From an optimization exercise on the open Yosys and OpenROAD flow, aimed at a short achievable clock period; shortcuts taken in it are not production practice. At most, simulation tests tie the RTL to the original design; equivalence was not proved. No functional check of the RTL was part of run 2. Power figures rest on the tool's default switching activity, not on a simulated workload.

<file path="flow/flow/run.sh">
#!/bin/bash
set -euo pipefail
export BUFFER_PORTS_ARGS="-buffer_cell sky130_fd_sc_hd__buf_4"
export POST_RESIZE_TCL="$PWD/flow/size_inputs.tcl"
bash standard.sh MATCH_CELL_FOOTPRINT=0 finish > flow_make.log 2>&1
</file>
<file path="flow/constraint.sdc">
create_clock -name core_clock -period 4.0 [get_ports {clk}]
set_input_delay 0.8000 -clock core_clock [delete_from_list [all_inputs] [get_ports {clk}]]
set_output_delay 0.8000 -clock core_clock [all_outputs]
set_load 0.01 [all_outputs]
</file>
<file path="flow/design.v">
module ajq_bq (
    input  wire        clk,
    input  wire [15:0] we0,
    input  wire [7:0]  wd0,
    input  wire [15:0] we1,
    input  wire [7:0]  wd1,
    input  wire [15:0] rs0,
    output reg  [7:0]  rd0,
    input  wire [15:0] rs1,
    output reg  [7:0]  rd1
);
    reg [127:0] buf_q;
    integer k;
    always @(*) begin
        rd0 = 8'h00;
        rd1 = 8'h00;
        for (k = 0; k < 16; k = k + 1) begin
            rd0 = rd0 | (buf_q[k*8 +: 8] & {8{rs0[k]}});
            rd1 = rd1 | (buf_q[k*8 +: 8] & {8{rs1[k]}});
        end
    end
    genvar g;
    generate
        for (g = 0; g < 16; g = g + 1) begin : ent
            always @(posedge clk) begin
                if (we0[g])      buf_q[g*8 +: 8] <= wd0;
                else if (we1[g]) buf_q[g*8 +: 8] <= wd1;
            end
        end
    endgenerate
endmodule
module ajq_top #(
    parameter N_RX = 16,
    parameter N_TX = 16
) (
    input  wire        clk,
    input  wire        rst,
    input  wire        drx_req_valid,
    input  wire [39:0] drx_req,
    output wire        drx_req_ready,
    output reg         drx_rsp_valid,
    output wire [33:0] drx_rsp,
    input  wire        dtx_req_valid,
    input  wire [39:0] dtx_req,
    output wire        dtx_req_ready,
    output reg         dtx_rsp_valid,
    output wire [33:0] dtx_rsp,
    input  wire        m_req_valid,
    input  wire [39:0] m_req,
    output wire        m_req_ready,
    output reg         m_rsp_valid,
    output reg  [33:0] m_rsp,
    output wire        rxq_empty,
    output wire        rxq_full,
    output wire        txq_empty,
    output wire        txq_full,
    output wire        tx_irq_en,
    output wire [31:0] pkt
);
    reg [14:0] rt_q;         
    reg        rnf_q;        
    reg        rxe_q;        
    reg        rxf_q;        
    reg [15:0] rs_q;         
    reg [15:0] re_q;         
    reg [7:0]  rh_q;         
    reg [14:0] tt_q;
    reg        tnf_q;
    reg        txe_q;
    reg        txf_q;
    reg [15:0] ts_q;
    reg [15:0] te_q;
    reg        irq_q;        
    reg        nirq_q;       
    reg [4:0]  pos_q;        
    reg [7:0]  f0_q, f1_q, f2_q, f3_q;
    reg [7:0]  fx_q;         
    reg [31:0] pkt_q;
    reg        rdy_q;        
    reg        busy_q;       
    reg [3:0]  es_q;         
    reg [31:0] esh_q;        
    reg [1:0]  drx_rsp_q;    
    reg [1:0]  dtx_st_q;     
    reg [7:0]  dtx_d_q;
    assign drx_req_ready = 1'b1;
    assign dtx_req_ready = 1'b1;
    assign m_req_ready   = rdy_q;
    assign rxq_empty     = rxe_q;
    assign rxq_full      = rxf_q;
    assign txq_empty     = txe_q;
    assign txq_full      = txf_q;
    assign tx_irq_en     = irq_q;
    assign pkt           = pkt_q;
    assign drx_rsp       = {drx_rsp_q, 32'h0};
    assign dtx_rsp       = {dtx_st_q, 24'h0, dtx_d_q};
    wire [3:0] drx_op = drx_req[39:36];
    wire [7:0] drx_b  = drx_req[7:0];
    wire [3:0] dtx_op = dtx_req[39:36];
    wire [3:0] m_op   = m_req[39:36];
    wire       m_q    = m_req[35];
    wire [7:0] m_b    = m_req[7:0];
    wire m_acc_d  = m_req_valid && !busy_q;
    wire m_acc    = m_acc_d && !rst;
    wire enc_step = busy_q && !rst;
    wire op_nop   = (m_op == 4'h0);
    wire op_qinit = (m_op == 4'h1);
    wire op_qpush = (m_op == 4'h2);
    wire op_qpop  = (m_op == 4'h3);
    wire op_tinit = (m_op == 4'h4);
    wire op_recv  = (m_op == 4'h7);
    wire op_send  = (m_op == 4'h8);
    wire op_finit = (m_op == 4'h9);
    wire op_feed  = (m_op == 4'hA);
    wire op_poll  = (m_op == 4'hB);
    wire op_enc   = (m_op == 4'hC);
    wire op_fp    = (m_op[3:1] == 3'b101);    
    wire op_bad   = (m_op == 4'h5) || (m_op == 4'h6) || (m_op[3:2] == 2'b11 && m_op[1:0] != 2'b00);
    wire rx_a_d    = drx_req_valid && (drx_op == 4'h5);
    wire rx_a      = rx_a_d && !rst;
    wire rx_a_ok   = rx_a && rnf_q;
    wire rx_emp_a  = !rt_q[0] && !rx_a;               
    wire rx_full_a = !rnf_q || (rx_a && rt_q[14]);    
    wire rx_b_init = m_acc && (op_tinit || (op_qinit && !m_q));
    wire rx_b_push = m_acc && op_qpush && !m_q;
    wire rx_b_pop  = m_acc && ((op_qpop && !m_q) || op_recv || op_poll);
    wire rx_push_ok = rx_b_push && !rx_full_a;
    wire rx_pop_ok  = rx_b_pop && !rx_emp_a;
    wire rx_a_ok_d    = rx_a_d && rnf_q;
    wire rx_push_ok_d = m_acc_d && op_qpush && !m_q &&
                        rnf_q && !(rx_a_d && rt_q[14]);
    wire [7:0] rx_rd = rt_q[0] ? rh_q : drx_b;
    wire [7:0]  rx_rd1;      
    wire [7:0]  rx_unused;
    wire [15:0] re_rot = {re_q[14:0], re_q[15]};
    wire [15:0] rs_rot = {rs_q[14:0], rs_q[15]};
    wire [15:0] rx_we0 = rx_a_ok_d ? re_q : 16'h0;
    wire [15:0] rx_we1 = rx_push_ok_d ? (rx_a_ok_d ? re_rot : re_q) : 16'h0;
    ajq_bq u_rxq (
        .clk(clk),
        .we0(rx_we0), .wd0(drx_b),
        .we1(rx_we1), .wd1(m_b),
        .rs0(rs_rot), .rd0(rx_rd1),
        .rs1(16'h0),  .rd1(rx_unused)
    );
    always @(posedge clk) begin
        if (rst || rx_b_init) begin
            rt_q  <= 15'h0;
            rnf_q <= 1'b1;
            rxe_q <= 1'b1;
            rxf_q <= 1'b0;
            rs_q  <= 16'h1;
            re_q  <= 16'h1;
        end else begin
            if (rx_a_ok && rx_push_ok) begin
                rt_q  <= {rt_q[12:0], 2'b11};
                rnf_q <= !rt_q[13];
                rxe_q <= 1'b0;
                rxf_q <= rt_q[13];
            end else if (rx_a_ok ? !rx_pop_ok : rx_push_ok) begin
                rt_q  <= {rt_q[13:0], 1'b1};
                rnf_q <= !rt_q[14];
                rxe_q <= 1'b0;
                rxf_q <= rt_q[14];
            end else if (!rx_a_ok && rx_pop_ok) begin
                rt_q  <= {!rnf_q, rt_q[14:1]};
                rnf_q <= 1'b1;
                rxe_q <= !rt_q[1];
                rxf_q <= 1'b0;
            end
            if (rx_pop_ok)
                rs_q <= rs_rot;
            if (rx_a_ok && rx_push_ok)
                re_q <= {re_q[13:0], re_q[15:14]};
            else if (rx_a_ok || rx_push_ok)
                re_q <= re_rot;
        end
    end
    always @(posedge clk) begin
        if (!rt_q[0])
            rh_q <= rx_a_d ? drx_b : m_b;
        else if (m_acc_d && ((op_qpop && !m_q) || op_recv || op_poll))
            rh_q <= rt_q[1] ? rx_rd1 : drx_b;
    end
    wire tx_a_d    = dtx_req_valid && (dtx_op == 4'h6) && !nirq_q;
    wire tx_a      = tx_a_d && !rst;
    wire tx_a_ok   = tx_a && tt_q[0];
    wire tx_emp_a  = !tt_q[0] || (tx_a && !tt_q[1]);
    wire tx_full_a = !tnf_q && !tx_a;
    wire tx_b_init = m_acc && (op_tinit || (op_qinit && m_q));
    wire tx_b_send = (m_acc && (op_send || op_enc)) || enc_step;   
    wire tx_b_push = tx_b_send || (m_acc && op_qpush && m_q);
    wire tx_b_pop  = m_acc && op_qpop && m_q;
    wire tx_push_ok = tx_b_push && !tx_full_a;
    wire tx_pop_ok  = tx_b_pop && !tx_emp_a;
    wire tx_send_ok = tx_b_send && !tx_full_a;
    wire tx_push_ok_d = (busy_q || (m_acc_d && (op_send || op_enc || (op_qpush && m_q)))) &&
                        (tnf_q || tx_a_d);
    wire [7:0] tx_wd = busy_q   ? esh_q[7:0] :
                       m_op[2]  ? m_req[31:24] : m_b;
    wire [7:0]  tx_rd0, tx_rd1;
    wire [15:0] ts_rot = {ts_q[14:0], ts_q[15]};
    wire [7:0]  tx_rd_b = tx_a_d ? tx_rd1 : tx_rd0;    
    ajq_bq u_txq (
        .clk(clk),
        .we0(tx_push_ok_d ? te_q : 16'h0), .wd0(tx_wd),
        .we1(16'h0), .wd1(8'h00),
        .rs0(ts_q),   .rd0(tx_rd0),
        .rs1(ts_rot), .rd1(tx_rd1)
    );
    always @(posedge clk) begin
        if (rst || tx_b_init) begin
            tt_q  <= 15'h0;
            tnf_q <= 1'b1;
            txe_q <= 1'b1;
            txf_q <= 1'b0;
            ts_q  <= 16'h1;
            te_q  <= 16'h1;
        end else begin
            if (tx_a_ok && tx_pop_ok) begin
                tt_q  <= {1'b0, !tnf_q, tt_q[14:2]};
                tnf_q <= 1'b1;
                txe_q <= !tt_q[2];
                txf_q <= 1'b0;
            end else if (tx_push_ok && !tx_a_ok) begin
                tt_q  <= {tt_q[13:0], 1'b1};
                tnf_q <= !tt_q[14];
                txe_q <= 1'b0;
                txf_q <= tt_q[14];
            end else if (!tx_push_ok && (tx_a_ok || tx_pop_ok)) begin
                tt_q  <= {!tnf_q, tt_q[14:1]};
                tnf_q <= 1'b1;
                txe_q <= !tt_q[1];
                txf_q <= 1'b0;
            end
            if (tx_a_ok && tx_pop_ok)
                ts_q <= {ts_q[13:0], ts_q[15:14]};
            else if (tx_a_ok || tx_pop_ok)
                ts_q <= ts_rot;
            if (tx_push_ok)
                te_q <= {te_q[14:0], te_q[15]};
        end
    end
    always @(posedge clk) begin
        if (rst || (m_acc && op_tinit)) begin
            irq_q  <= 1'b0;
            nirq_q <= 1'b1;
        end else if (tx_send_ok) begin
            irq_q  <= 1'b1;
            nirq_q <= 1'b0;
        end else if (tx_a && !tt_q[0]) begin
            irq_q  <= 1'b0;
            nirq_q <= 1'b1;
        end
    end
    wire [7:0] feed_b  = m_op[0] ? rx_rd : m_b;
    wire       feed_go = m_acc && (op_feed || (op_poll && !rx_emp_a));
    wire       feed_go_d = m_acc_d && (op_feed || (op_poll && (rt_q[0] || rx_a_d)));
    wire       eq_m    = (m_b == fx_q);
    wire       eq_drx  = (drx_b == fx_q);
    wire       eq_head = (rh_q == fx_q);
    wire       match_u = pos_q[4] && (m_op[0] ? (rt_q[0] ? eq_head : (rx_a_d && eq_drx)) : eq_m);
    wire       match_d = m_acc_d && op_fp && match_u;
    always @(posedge clk) begin
        if (rst || (m_acc && op_finit))
            pos_q <= 5'b00001;
        else if (feed_go)
            pos_q <= pos_q[4] ? (match_u ? 5'b00001 : 5'b10000) : {pos_q[3:0], 1'b0};
    end
    always @(posedge clk) begin
        if (feed_go_d) begin
            if (pos_q[4]) begin
                f0_q  <= f1_q;
                f1_q  <= f2_q;
                f2_q  <= f3_q;
                f3_q  <= feed_b;
                fx_q  <= fx_q ^ f0_q ^ feed_b;
            end else begin
                if (pos_q[0]) f0_q <= feed_b;
                if (pos_q[1]) f1_q <= feed_b;
                if (pos_q[2]) f2_q <= feed_b;
                if (pos_q[3]) f3_q <= feed_b;
                fx_q  <= (pos_q[0] ? 8'h00 : fx_q) ^ feed_b;
            end
        end
    end
    always @(posedge clk) begin
        if (match_d)
            pkt_q <= {f0_q, f1_q, f2_q, f3_q};
    end
    wire [7:0] enc_c  = m_req[31:24];
    wire [7:0] enc_p1 = m_req[23:16];
    wire [7:0] enc_p2 = m_req[15:8];
    wire [7:0] enc_p3 = m_req[7:0];
    wire       enc_go = m_acc && op_enc && !tx_full_a;
    wire       enc_end = tx_full_a || es_q[3];
    always @(posedge clk) begin
        if (rst) begin
            rdy_q  <= 1'b1;
            busy_q <= 1'b0;
        end else if (busy_q) begin
            rdy_q  <= enc_end;
            busy_q <= !enc_end;
        end else begin
            rdy_q  <= !enc_go;
            busy_q <= enc_go;
        end
    end
    always @(posedge clk) begin
        if (busy_q) begin
            es_q  <= {es_q[2:0], 1'b0};
            esh_q <= {8'h00, esh_q[31:8]};
        end else begin
            es_q  <= 4'b0001;
            esh_q <= {enc_c ^ enc_p1 ^ enc_p2 ^ enc_p3, enc_p3, enc_p2, enc_p1};
        end
    end
    always @(posedge clk) begin
        if (rst) begin
            drx_rsp_valid <= 1'b0;
            dtx_rsp_valid <= 1'b0;
            m_rsp_valid   <= 1'b0;
        end else begin
            drx_rsp_valid <= drx_req_valid;
            dtx_rsp_valid <= dtx_req_valid;
            if (busy_q)
                m_rsp_valid <= enc_end;
            else
                m_rsp_valid <= m_req_valid && !(op_enc && !tx_full_a);
        end
    end
    always @(posedge clk) begin
        if (drx_op == 4'h0)      drx_rsp_q <= 2'b01;
        else if (drx_op == 4'h5) drx_rsp_q <= {1'b0, rnf_q};
        else                     drx_rsp_q <= 2'b10;
        if (dtx_op == 4'h0) begin
            dtx_st_q <= 2'b01;
            dtx_d_q  <= 8'h00;
        end else if (dtx_op == 4'h6 && !nirq_q) begin
            dtx_st_q <= {1'b0, tt_q[0]};
            dtx_d_q  <= tx_rd0;
        end else begin
            dtx_st_q <= 2'b10;
            dtx_d_q  <= 8'h00;
        end
    end
    always @(posedge clk) begin
        if (busy_q) begin
            m_rsp <= {1'b0, !tx_full_a, 32'h0};
        end else begin
            m_rsp[33] <= op_bad;
            m_rsp[32] <= op_nop || op_tinit || op_finit || op_qinit ||
                         (op_qpush && (m_q ? !tx_full_a : !rx_full_a)) ||
                         ((op_send || op_enc) && !tx_full_a) ||
                         (op_qpop && (m_q ? !tx_emp_a : !rx_emp_a)) ||
                         (op_recv && !rx_emp_a) ||
                         (op_fp && match_u);
            m_rsp[31:8] <= (op_fp && match_u) ? {f0_q, f1_q, f2_q} : 24'h0;
            m_rsp[7:0]  <= (op_qpop && m_q)         ? tx_rd_b :
                           (op_qpop || op_recv)     ? rx_rd :
                           (op_fp && match_u)       ? f3_q : 8'h00;
        end
    end
endmodule
</file>
<file path="flow/flow/size_inputs.tcl">
# Size each input port's buffer to the number of loads it drives.
foreach port [get_ports -filter "direction == input"] {
  set pname [get_full_name $port]
  if { $pname == "clk" } { continue }
  set net [get_nets -of_objects $port]
  foreach pin [get_pins -of_objects $net -filter "direction == input"] {
    set inst [get_cells -of_objects $pin]
    set master [get_property $inst ref_name]
    if { ![string match "sky130_fd_sc_hd__buf_*" $master] } { continue }
    set out [get_pins -of_objects $inst -filter "direction == output"]
    set fo [llength [get_pins -of_objects [get_nets -of_objects $out] -filter "direction == input"]]
    if { $fo > 10 } {
      set new sky130_fd_sc_hd__buf_12
    } elseif { $fo > 4 } {
      set new sky130_fd_sc_hd__buf_8
    } else {
      continue
    }
    puts "size_inputs: [get_full_name $inst] ($pname, $fo loads) $master -> $new"
    replace_cell $inst $new
  }
}
</file>
<file path="flow/config.mk">
export PLATFORM = sky130hd
export DESIGN_NAME = ajq_top
export DESIGN_NICKNAME = ajq_top
export VERILOG_FILES = /design/flow/design.v
export SDC_FILE = /design/flow/constraint.sdc
export NUM_CORES = 4
export LEC_CHECK = 0
export ABC_CLOCK_PERIOD_IN_PS = 1500
export CAP_MARGIN = 20
export CORE_MARGIN = 2
export CORE_UTILIZATION = 40
export SETUP_SLACK_MARGIN = 2.4
export SLEW_MARGIN = 20
export TNS_END_PERCENT = 100
</file>
<file path="flow/standard.sh">
#!/bin/bash
# synth_recipe.tcl (not shown) runs the flow's synth.tcl, then flattens the netlist and writes it again
# the make line also repeats each setting of config.mk as NAME=value (left out here)
make -C /OpenROAD-flow-scripts/flow DESIGN_CONFIG=/design/flow/config.mk WORK_HOME=/design/flow/orfs CLKGATE_MAP_FILE= SYNTH_SCRIPT=/design/flow/synth_recipe.tcl "${@:-finish}"
</file>
==> run_results.csv, run 1 <==
group,metric,value,unit
status,outcome,"stopped before the end",
status,stop_stage,"3_4_place_resized",
status,first-error,"[ERROR STA-0100] unsupported object type Port.",
die,start_util,40.37,%
synth,synth_edf_count,336,
place,port_buffers,144,
synth,avgSynthCellArea,11.98,sq um
synth,yosysWarnings,2,
die,boundaryPins,270,
die,rows,89,
synth,synth.distinct_cells,67,
synth,synth_area,23740,sq um
synth,ys.flop_type,"edfxtp_1",
die,die_h,247.6,um
die,chipWidth,247.6,um
place,place_congestion,0.8841,
synth,synthArstFlopShare,0,%
synth,synth-seq-cells,530,
synth,syn_inst,1981,
synth,yosysSeqAreaShare,58.86,%
kinds of logic after synthesis:
kind of cell	synth area share, %
AOI/OAI and AO/OA	15.11
xor gates and xnor gates	2.361
other	0.03164
buffers and inverters	5.139
DFF	58.86
and+or+nand+nor	8.965
muxes	9.529
how the worst max path moves through the flow:
| stage | start | to | slack (ps) | depth (start not counted) |
|---|---|---|---|---|
| 3_3_place_gp | rst | tt_q[13]$_SDFFE_PP0P_ | 690 | 8 |
| 2_1_floorplan | m_req[5] | pkt_q[0]$_DFFE_PP_ | 1330 | 5 |
stage by stage:
| step | hold WS [ps] | total power [mW] |
|---|---|---|
| after global placement | 414.3 | 6.609 |
| after floorplan | 411.9 | 6.463 |
synth_stat cells, types with 5 or more instances:
cell	n	share of area (%)
edfxtp_1	336	43
dfxtp_1	194	16
nand2_1	155	2.5
mux2_2	152	7.2
nor2_1	115	1.8
clkbuf_1	114	1.8
a22oi_1	102	3.2
a21oi_1	87	1.8
a22o_1	77	2.8
buf_4	63	2.0
a221oi_1	59	2.2
mux2i_1	55	2.3
and2_1	48	1.3
xnor2_1	44	1.6
nand3_1	41	0.86
o21ai_0	37	0.78
a21o_1	34	1.1
buf_2	25	0.53
nor3_1	25	0.53
buf_1	22	0.35
a311oi_1	21	0.77
xor2_1	20	0.74
inv_1	17	0.27
nand4_1	16	0.42
and3_1	13	0.34
a211o_1	12	0.44
o211ai_1	8	0.25
o21a_1	7	0.22
a21oi_2	6	0.22
o221ai_1	6	0.22
nand2b_1	5	0.13
o32ai_1	5	0.18
power by group through the flow:
stage | Combinational (mW) | Sequential, mW | Clock, mW
3_3_place_gp | 0.566 | 6.04 | 0
2_1_floorplan | 0.433 | 6.03 | 0
==> run 2, diff against run 1 <==
--- a/flow/design.v
+++ b/flow/design.v
@@ -1,7 +1,7 @@
 module ajq_bq (
     input  wire        clk,
-    input  wire [15:0] we0,
+    input  wire [15:0] we,
+    input  wire [15:0] wsel,
     input  wire [7:0]  wd0,
-    input  wire [15:0] we1,
     input  wire [7:0]  wd1,
     input  wire [15:0] rs0,
@@ -24,10 +24,29 @@
         for (g = 0; g < 16; g = g + 1) begin : ent
             always @(posedge clk) begin
-                if (we0[g])      buf_q[g*8 +: 8] <= wd0;
-                else if (we1[g]) buf_q[g*8 +: 8] <= wd1;
+                if (we[g])
+                    buf_q[g*8 +: 8] <= wsel[g] ? wd0 : wd1;
             end
         end
     endgenerate
 endmodule
+module ajq_fmatch (
+    input  wire       m_valid,
+    input  wire       busy,
+    input  wire [3:0] m_op,
+    input  wire [7:0] m_b,
+    input  wire       rx_a,       
+    input  wire [7:0] drx_b,
+    input  wire [7:0] head,       
+    input  wire       rx_nz,      
+    input  wire [7:0] fx,         
+    input  wire       pos4,       
+    output wire       hit,        
+    output wire       hit_acc     
+);
+    wire op_fp = (m_op[3:1] == 3'b101);
+    wire ok = m_op[0] ? (rx_nz ? (head == fx) : (rx_a && (drx_b == fx))) : (m_b == fx);
+    assign hit     = op_fp && pos4 && ok;
+    assign hit_acc = hit && m_valid && !busy;
+endmodule
 module ajq_top #(
     parameter N_RX = 16,
@@ -127,7 +146,5 @@
     wire rx_push_ok = rx_b_push && !rx_full_a;
     wire rx_pop_ok  = rx_b_pop && !rx_emp_a;
-    wire rx_a_ok_d    = rx_a_d && rnf_q;
-    wire rx_push_ok_d = m_acc_d && op_qpush && !m_q &&
-                        rnf_q && !(rx_a_d && rt_q[14]);
+    wire rx_b_push_d = m_acc_d && op_qpush && !m_q;
     wire [7:0] rx_rd = rt_q[0] ? rh_q : drx_b;
     wire [7:0]  rx_rd1;      
@@ -135,10 +152,11 @@
     wire [15:0] re_rot = {re_q[14:0], re_q[15]};
     wire [15:0] rs_rot = {rs_q[14:0], rs_q[15]};
-    wire [15:0] rx_we0 = rx_a_ok_d ? re_q : 16'h0;
-    wire [15:0] rx_we1 = rx_push_ok_d ? (rx_a_ok_d ? re_rot : re_q) : 16'h0;
+    wire [7:0]  rx_wd_a = rx_a_d ? drx_b : m_b;
+    wire [15:0] rx_we   = ({16{rx_a_d || rx_b_push_d}} & re_q & {16{rnf_q}}) |
+                          ({16{rx_a_d && rx_b_push_d}} & re_rot & {16{!rt_q[14]}});
     ajq_bq u_rxq (
         .clk(clk),
-        .we0(rx_we0), .wd0(drx_b),
-        .we1(rx_we1), .wd1(m_b),
+        .we(rx_we), .wsel(re_q),
+        .wd0(rx_wd_a), .wd1(m_b),
         .rs0(rs_rot), .rd0(rx_rd1),
         .rs1(16'h0),  .rd1(rx_unused)
@@ -177,9 +195,12 @@
         end
     end
-    always @(posedge clk) begin
-        if (!rt_q[0])
-            rh_q <= rx_a_d ? drx_b : m_b;
-        else if (m_acc_d && ((op_qpop && !m_q) || op_recv || op_poll))
-            rh_q <= rt_q[1] ? rx_rd1 : drx_b;
+    wire       rh_upd = !rt_q[0] || (m_acc_d && ((op_qpop && !m_q) || op_recv || op_poll));
+    wire [7:0] rh_nv  = !rt_q[0] ? (rx_a_d ? drx_b : m_b) :
+                        (rt_q[1] ? rx_rd1 : drx_b);
+    always @(posedge clk) begin
+        if (rst)
+            rh_q <= 8'h00;
+        else if (rh_upd)
+            rh_q <= rh_nv;
     end
     wire tx_a_d    = dtx_req_valid && (dtx_op == 4'h6) && !nirq_q;
@@ -204,6 +225,6 @@
     ajq_bq u_txq (
         .clk(clk),
-        .we0(tx_push_ok_d ? te_q : 16'h0), .wd0(tx_wd),
-        .we1(16'h0), .wd1(8'h00),
+        .we(tx_push_ok_d ? te_q : 16'h0), .wsel(16'hffff),
+        .wd0(tx_wd), .wd1(8'h00),
         .rs0(ts_q),   .rd0(tx_rd0),
         .rs1(ts_rot), .rd1(tx_rd1)
@@ -261,5 +282,16 @@
     wire       eq_head = (rh_q == fx_q);
     wire       match_u = pos_q[4] && (m_op[0] ? (rt_q[0] ? eq_head : (rx_a_d && eq_drx)) : eq_m);
-    wire       match_d = m_acc_d && op_fp && match_u;
+    wire [3:0] hit, hit_acc;
+    genvar gm;
+    generate
+        for (gm = 0; gm < 4; gm = gm + 1) begin : fm
+            ajq_fmatch u_fm (
+                .m_valid(m_req_valid), .busy(busy_q), .m_op(m_op), .m_b(m_b),
+                .rx_a(rx_a_d), .drx_b(drx_b), .head(rh_q), .rx_nz(rt_q[0]),
+                .fx(fx_q), .pos4(pos_q[4]),
+                .hit(hit[gm]), .hit_acc(hit_acc[gm])
+            );
+        end
+    endgenerate
     always @(posedge clk) begin
         if (rst || (m_acc && op_finit))
@@ -275,5 +307,4 @@
                 f2_q  <= f3_q;
                 f3_q  <= feed_b;
-                fx_q  <= fx_q ^ f0_q ^ feed_b;
             end else begin
                 if (pos_q[0]) f0_q <= feed_b;
@@ -281,11 +312,18 @@
                 if (pos_q[2]) f2_q <= feed_b;
                 if (pos_q[3]) f3_q <= feed_b;
-                fx_q  <= (pos_q[0] ? 8'h00 : fx_q) ^ feed_b;
             end
         end
     end
     always @(posedge clk) begin
-        if (match_d)
-            pkt_q <= {f0_q, f1_q, f2_q, f3_q};
+        if (rst)
+            fx_q <= 8'h00;
+        else if (feed_go_d)
+            fx_q <= (pos_q[0] ? 8'h00 : fx_q) ^ (pos_q[4] ? f0_q : 8'h00) ^ feed_b;
+    end
+    always @(posedge clk) begin
+        if (hit_acc[0]) pkt_q[31:24] <= f0_q;
+        if (hit_acc[1]) pkt_q[23:16] <= f1_q;
+        if (hit_acc[2]) pkt_q[15:8]  <= f2_q;
+        if (hit_acc[3]) pkt_q[7:0]   <= f3_q;
     end
     wire [7:0] enc_c  = m_req[31:24];
@@ -356,8 +394,10 @@
                          (op_recv && !rx_emp_a) ||
                          (op_fp && match_u);
-            m_rsp[31:8] <= (op_fp && match_u) ? {f0_q, f1_q, f2_q} : 24'h0;
+            m_rsp[31:24] <= hit[0] ? f0_q : 8'h00;
+            m_rsp[23:16] <= hit[1] ? f1_q : 8'h00;
+            m_rsp[15:8]  <= hit[2] ? f2_q : 8'h00;
             m_rsp[7:0]  <= (op_qpop && m_q)         ? tx_rd_b :
                            (op_qpop || op_recv)     ? rx_rd :
-                           (op_fp && match_u)       ? f3_q : 8'h00;
+                           hit[3]                   ? f3_q : 8'h00;
         end
     end
==> flow/flow/run.sh (replaced) <==
#!/bin/bash
set -euo pipefail
export BUFFER_PORTS_ARGS="-buffer_cell sky130_fd_sc_hd__buf_4"
bash standard.sh MATCH_CELL_FOOTPRINT=0 finish > flow_make.log 2>&1
--- a/flow/config.mk
+++ b/flow/config.mk
@@ -10,5 +10,7 @@
 export CORE_MARGIN = 2
 export CORE_UTILIZATION = 40
-export SETUP_SLACK_MARGIN = 2.4
+export SETUP_SLACK_MARGIN = 2.2
 export SLEW_MARGIN = 20
+export SYNTH_HIERARCHICAL = 1
+export SYNTH_MINIMUM_KEEP_SIZE = 0
 export TNS_END_PERCENT = 100
removed: flow/flow/size_inputs.tcl
==> run_results.csv, run 2 <==
group,metric,value,unit
status,outcome,"timing/DRC/antenna clean",
synth,avgSynthCellArea,11.51,sq um
place,place_area,30080,sq um
clock_tree,cts_inserted_buffers,57,
critical_path,critPathKind,"input pin to flip-flop",
critical_path,cp-start-kind,"input pin",
place,dpl.hpwl,54040,um
die,die_h,263.3,um
place,port_buffers,144,
clock_tree,root_buffer,"clkbuf_16",
power_and_ir_drop,power_density,357.2,nW/um^2
sta,tightest_slew,966.4,ps
sta,fmax,0.4332,GHz
sta,hold_viol_final,0,
sta,tns,0,ps
cells_and_area,fin_nets,2708,
critical_path,cp-end-kind,"flip-flop",
critical_path,r2r_start,"busy_q$_SDFF_PP0_",
critical_path,crit_family,"simple AND/OR/NAND/NOR gates",
flow_run,drv_cap,0,
detailed_routing,avgRoutedWirePerCell,23.50,um
critical_path,cp_num_buf_inv,2,
die,core,66920,sq um
critical_path,cpMaxStageDelayCell,"or4b_4",
cells_and_area,fillers,5576,
cells_and_area,areaGrowthSynthToFinish,32.20,%
cells_and_area,fin_cells,3504,
clock_tree,tritoncts,"built",
sta,fin_crit,2308,ps
grt,grt_pass1_wl,120300,um
grt,grt_max_degree,69,
worst_hold_path,hold_class,"input pin to flip-flop",
clock_tree,holdBufCountCts,0,
clock_tree,cts.path.max_buffers,3,
die,rows,95,
critical_path,cpPeakStageDelay,530,ps
clock_tree,clkLatencyLatePin,640,ps
detailed_routing,drtIter0Drc,1826,
die,start_util,40.20,%
detailed_routing,drtPass1Iterations,6,
critical_path,cp.required,4480,ps
detailed_routing,viasPerCell,5.713,
cells_and_area,drive_above_1_share,41.58,%
die,die-area,69350,sq um
cells_and_area,top_regs,"u_rxq.buf_q x128, u_txq.buf_q x128, m_rsp x34",
critical_path,cp_data_arrival_time,2790,ps
critical_path,startpoint,"m_req[35]",
power_and_ir_drop,irDropWorstVdd,329.9,uV
sta,drv_slew,0,
worst_hold_path,hold_start,"drx_req[39]",
detailed_routing,ant_nets,0,
detailed_routing,num_vias,20020,
grt,grt_pass1_vias,19400,
cells_and_area,final_common_cell,"edfxtp_1",
detailed_routing,drc_errors,0,
synth,syn_inst,2338,
power_and_ir_drop,p_leak,13.22,nW
die,chipWidth,263.3,um
detailed_routing,routed_wl,82340,um
grt,antenna_found_initial,1,
sta,finalWorstSetupSlack,1692,ps
cells_and_area,stdcell_area,35570,sq um
sta,timing.slew.headroom,35.49,%
place,dp_cells,3263,
synth,yosysWarnings,8,
sta,fin_skew,33.72,ps
grt,grt_usage,22.36,%
cells_and_area,layout_common_cells,"320 x edfxtp_1, 258 x mux2_4, 154 x nand2_1",
grt,overflow,0,
sta,period_share,57.71,%
critical_path,cp_max_fo,16,
sta,rsz0062_at_grt,"yes",
clock_tree,clock-sinks,530,
die,boundaryPins,270,
sta,setup_viol,0,
place,place_congestion,0.8844,
synth,synth_area,26900,sq um
clock_tree,clk_pin_slew,60,ps
place,dp_slack,616.5,ps
clock_tree,h-tree-depth,2,
cells_and_area,n_antenna_cell,0,
critical_path,crit_chain,"buf_8 -> or4b_4 -> or4_4 -> or3_4 -> buf_12 -> nand2_1 -> a311oi_2",
==> run 2: final timing paths <==
check	to	slack, ps	depth (start not counted)
setup / recovery	re_q[3]$_SDFFE_PP0P_	1690	7
hold / removal	drx_rsp_q[0]$_SDFF_PN1_	330	2
setup reg to reg	re_q[2]$_SDFFE_PP0P_	1880	8
hold reg to reg	es_q[3]$_SDFF_PN0_	440	1
==> run 2: cell type report <==
| cell class | count | area (sq um) | area share (%) |
|---|---|---|---|
| Timing Repair Buffer | 310 | 3372 | 9.481 |
| Sequential cell | 530 | 13970 | 39.29 |
| Multi-Input combinational cell | 1645 | 15020 | 42.24 |
| Clock buffer | 84 | 1745 | 4.908 |
| Tap cell | 873 | 1092 | 3.071 |
| Clock inverter | 23 | 187.7 | 0.5277 |
| Inverter | 39 | 172.7 | 0.4855 |
==> run 2: worst reg2reg max path, stage by stage (launching register included) <==
cell,delay [ps]
dfxtp_4,390
nand2b_4,160
buf_6,150
nor3_1,170
o21a_2,330
nor2b_2,220
buf_6,250
nor2_1,80
a311oi_1,270
==> run 2: where the power goes <==
| part | total, mW | internal, mW | switching (mW) |
|---|---|---|---|
| registers | 5.94 | 5.86 | 0.0771 |
| logic | 1.40 | 0.707 | 0.693 |
| clock network | 5.36 | 3.10 | 2.26 |
| total | 12.7 | 9.67 | 3.03 |
==> run 2: what timing repair did <==
item	4_1_cts	5_1_grt
pin swaps	71	60
setup buffers	56	63
resized for setup	360	198
endpoints found under the setup margin	715	768
cloned	8	7
==> run 2: per-layer routing <==
layer / vias to the layer above / share of wire, % / track usage [%]
li1: 9083 / - / -
met1: 10110 / 42 / 29.60
met2: 704 / 50 / 38.67
met3: 123 / 6.4 / 3.321
met4: 0 / 2.0 / 4.973
met5: - / 0 / 0
==> run 2: through the flow <==
step                      power (mW)  utilization (%)  hold slack [ps]
after global placement         7.197            44.95            419.4
after floorplan                6.974                -            411.9
final                          12.71            53.15            334.5
after detailed placement       7.230            44.95            422.0
after CTS                      12.64            50.80            311.6
after global routing           13.08            53.15            320.9

-- port drivers added, routing unchanged --
The results above use ideal ports. As a check the final layout listed here was re-extracted and re-timed, cells and wires unchanged. Step 1 assumes that a clkbuf_16 drives the clock port and a buf_2 every other input. Step 2 also shifts input and output timing later by t, the mid clock arrival at the registers, as if the neighbouring blocks saw the same clock. Three values: no drivers, after step 1, after step 2; two values: the first two.
run: run 2
t, ns: 0.683
slack for setup (ns): 1.692 / 1.651 / 0.967
hold WS [ns]: 0.335 / 0.308 / 0.441
After both steps run 2 still meets setup and hold. The setup slack of run 2 moves by -0.041 ns with the drivers and by -0.725 ns with both steps.
